Context: an optimization exercise on an open-source flow, tuned for small area, a short achievable clock period and few clock cycles per item. The choices shown serve that exercise and are no tape-out recipe. In this exercise RTL edits were held to simulation tests only and were not proved equivalent to the original.

Setup of P:
==> flow/design.v (excerpt) <==
module dec32 (
    input  wire        clk,
    input  wire        rst,
    input  wire        in_valid,
    output wire        in_ready,
    input  wire [31:0] in_value,
    output wire        out_valid,
    input  wire        out_ready,
    output wire [3:0]  out_len,
    output wire [87:0] out_str
);
Size in the first run: roughly 3000 cells after synthesis, ~310 flip-flops, ~130 I/O pins, about 21000 um2 of cells after synthesis.
clock: 10.0 ns
lec_check: 0
abc_area: 1
cap_margin: 20
core_margin: 2
core_utilization: 62
cts_cluster_diameter: 100
cts_cluster_size: 30
slew_margin: 20
standard.sh (not shown) runs the stock make flow with config.mk's settings and CLKGATE_MAP_FILE= SYNTH_SCRIPT=/design/flow/synth_recipe.tcl, a recipe that flattens the netlist after the stock synthesis.
==> flow/flow/run.sh <==
#!/bin/bash
# The standard layout (the standard.sh, standard synthesis included), with
# ORFS's timing repair aimed at a setup slack of 6.85 ns instead of 0 so that
# it works toward a shorter achieved period. The clock period and the SDC are
# unchanged. Every port still gets its own buffer (a buf_2 rather than the
# default pick). standard.sh's full output goes to standard.log.
export SETUP_SLACK_MARGIN=6.85
export BUFFER_PORTS_ARGS="-buffer_cell sky130_fd_sc_hd__buf_2"
bash standard.sh > standard.log 2>&1
Testbench counts of P, summed over its fixed seeds: cycles 2,104, items 2,048.
> inputs changed (P -> Q)
# P
export LEC_CHECK = 0
export ABC_AREA = 1
export CAP_MARGIN = 20
export CORE_MARGIN = 2
export CORE_UTILIZATION = 62
export CTS_CLUSTER_DIAMETER = 100
export CTS_CLUSTER_SIZE = 30
export SLEW_MARGIN = 20
create_clock -name core_clock -period 10.0 [get_ports {clk}]
# Q
export LEC_CHECK = 0
export ABC_AREA = 1
export CAP_MARGIN = 20
export CORE_MARGIN = 2
export CORE_UTILIZATION = 50
export CTS_CLUSTER_DIAMETER = 100
export CTS_CLUSTER_SIZE = 25
export SLEW_MARGIN = 20
create_clock -name core_clock -period 10.0 [get_ports {clk}]
==> comparison <==
- In Q the total length of routed met2 wires turned out about 1.3% lower than in P.
- Q ended up with out_str[2] as its capture point of the critical path; P ended up with out_str[66].
- Worst path arrival time was higher in P than in Q.
- Of P and Q, the lower post-route minimum period belongs to Q.
- Clock tree skew after final layout | Q above P
- Looking at met2 global-route usage, Q sits 10 points lower than P does.
- Q vs. P: synthesized area neither gained nor lost much.
- Sort P and Q by final instance area asc -> top: P
- The worst hold slack of Q is higher than that of P.
- Cmp P and Q / core utilization / higher: P
Edits applied to the flow inputs when going from Q to R:
# Q
export LEC_CHECK = 0
export ABC_AREA = 1
export CAP_MARGIN = 20
export CORE_MARGIN = 2
export CORE_UTILIZATION = 50
export CTS_CLUSTER_DIAMETER = 100
export CTS_CLUSTER_SIZE = 25
export SLEW_MARGIN = 20
create_clock -name core_clock -period 10.0 [get_ports {clk}]
# R
export LEC_CHECK = 0
export ABC_AREA = 1
export CAP_MARGIN = 20
export CORE_MARGIN = 2
export CORE_UTILIZATION = 50
export CTS_CLUSTER_DIAMETER = 80
export CTS_CLUSTER_SIZE = 25
export SLEW_MARGIN = 20
create_clock -name core_clock -period 10.0 [get_ports {clk}]
[summary]
- Where minimum clock period after layout is concerned, Q is better than R.
- Sort Q and R by layout cell share with drive strength beyond 1, ascending, and Q comes first.
- Lower core utilization goes to Q over R.
- Fraction of area in multi-input gates, Q and R: larger value in Q

* * *

## job 101
dec32 again, from the RTL that the note above started with.
Settings: LEC_CHECK=0, ABC_AREA=1, CAP_MARGIN=5, CORE_MARGIN=2, CORE_UTILIZATION=50, CTS_CLUSTER_DIAMETER=100, CTS_CLUSTER_SIZE=25, SLEW_MARGIN=5; clock period 10.0 ns.
Scripts as last shown in full above: flow/flow/run.sh
Testbench counts of job 101, summed over its fixed seeds: cycles 2,104, items 2,048.
Modified inputs, job 102 compared to job 101
- changing CTS_CLUSTER_SIZE from 25 to 30
- changing CAP_MARGIN from 5 to 20
- changing SLEW_MARGIN from 5 to 20
Notes after the runs:
- Clock latency at the later pin of the worst-skew pair across job 102 and job 101: no real change.
- The global-route wire length before repair was comparable across job 102 and job 101.
- out_str[2] as the timing endpoint of the critical path was reported by job 101, and out_str[11] by job 102.
- For initial core utilization, job 102 and job 101 come out practically identical.
Setup changes, job 102 to job 103
- CORE_UTILIZATION changed from 50 to 62
- CTS_CLUSTER_SIZE changed from 30 to 25
[summary]
After synthesis and placement, the instance count of job 103 is below that of job 102.
On non-clock inverter instance count of the final layout, job 103 tracks job 102 almost exactly.
o_nib[34] as the critical path launch point was reported by job 103, and o_nib[7] by job 102.
Die outline area delta for job 103 relative to job 102: about 20% lower
Area of all placed cells without fillers improves in job 103 relative to job 102.
Job 103 against job 102: final worst slack saw a decrease; synthesized area about even; count of clock-net buffers in the final layout grew by 4.

==> separate check: timing with driven ports <==
Ports are ideal in the flow. The routed layouts listed here were re-timed in OpenROAD. Step 1, drivers: a clkbuf_16 drives clk and a buf_2 each remaining input, both assumed. Step 2 moves the port delays by t, midway between the first and last clock arrival at a register: inputs arrive t later, outputs are due t later. That takes back most of the time a late clock gives input paths. a / b / c = ideal / step 1 / step 2; a / b = the first two.
| run | t (ns) | setup WS [ns] | worst hold slack (ns) | clock arrival spread, ns | worst register clock-pin slew, ns |
|---|---|---|---|---|---|
| P | 0.578 | 6.817 / 6.764 / 6.476 | 0.419 / 0.419 / 0.419 | 0.026 / 0.026 | 0.12 / 0.12 |
| Q | 0.587 | 6.844 / 6.787 / 6.453 | 0.427 / 0.427 / 0.427 | 0.039 / 0.039 | 0.11 / 0.11 |
| R | 0.601 | 6.803 / 6.745 / 6.467 | 0.422 / 0.422 / 0.422 | 0.024 / 0.024 | 0.10 / 0.10 |
| job 101 | 0.587 | 6.844 / 6.787 / 6.453 | 0.427 / 0.427 / 0.427 | 0.039 / 0.039 | 0.11 / 0.11 |
| job 102 | 0.591 | 6.837 / 6.779 / 6.462 | 0.427 / 0.427 / 0.427 | 0.043 / 0.043 | 0.12 / 0.12 |
| job 103 | 0.568 | 6.818 / 6.765 / 6.467 | 0.415 / 0.415 / 0.415 | 0.023 / 0.023 | 0.11 / 0.11 |
After both steps setup and hold are still met in every run listed.
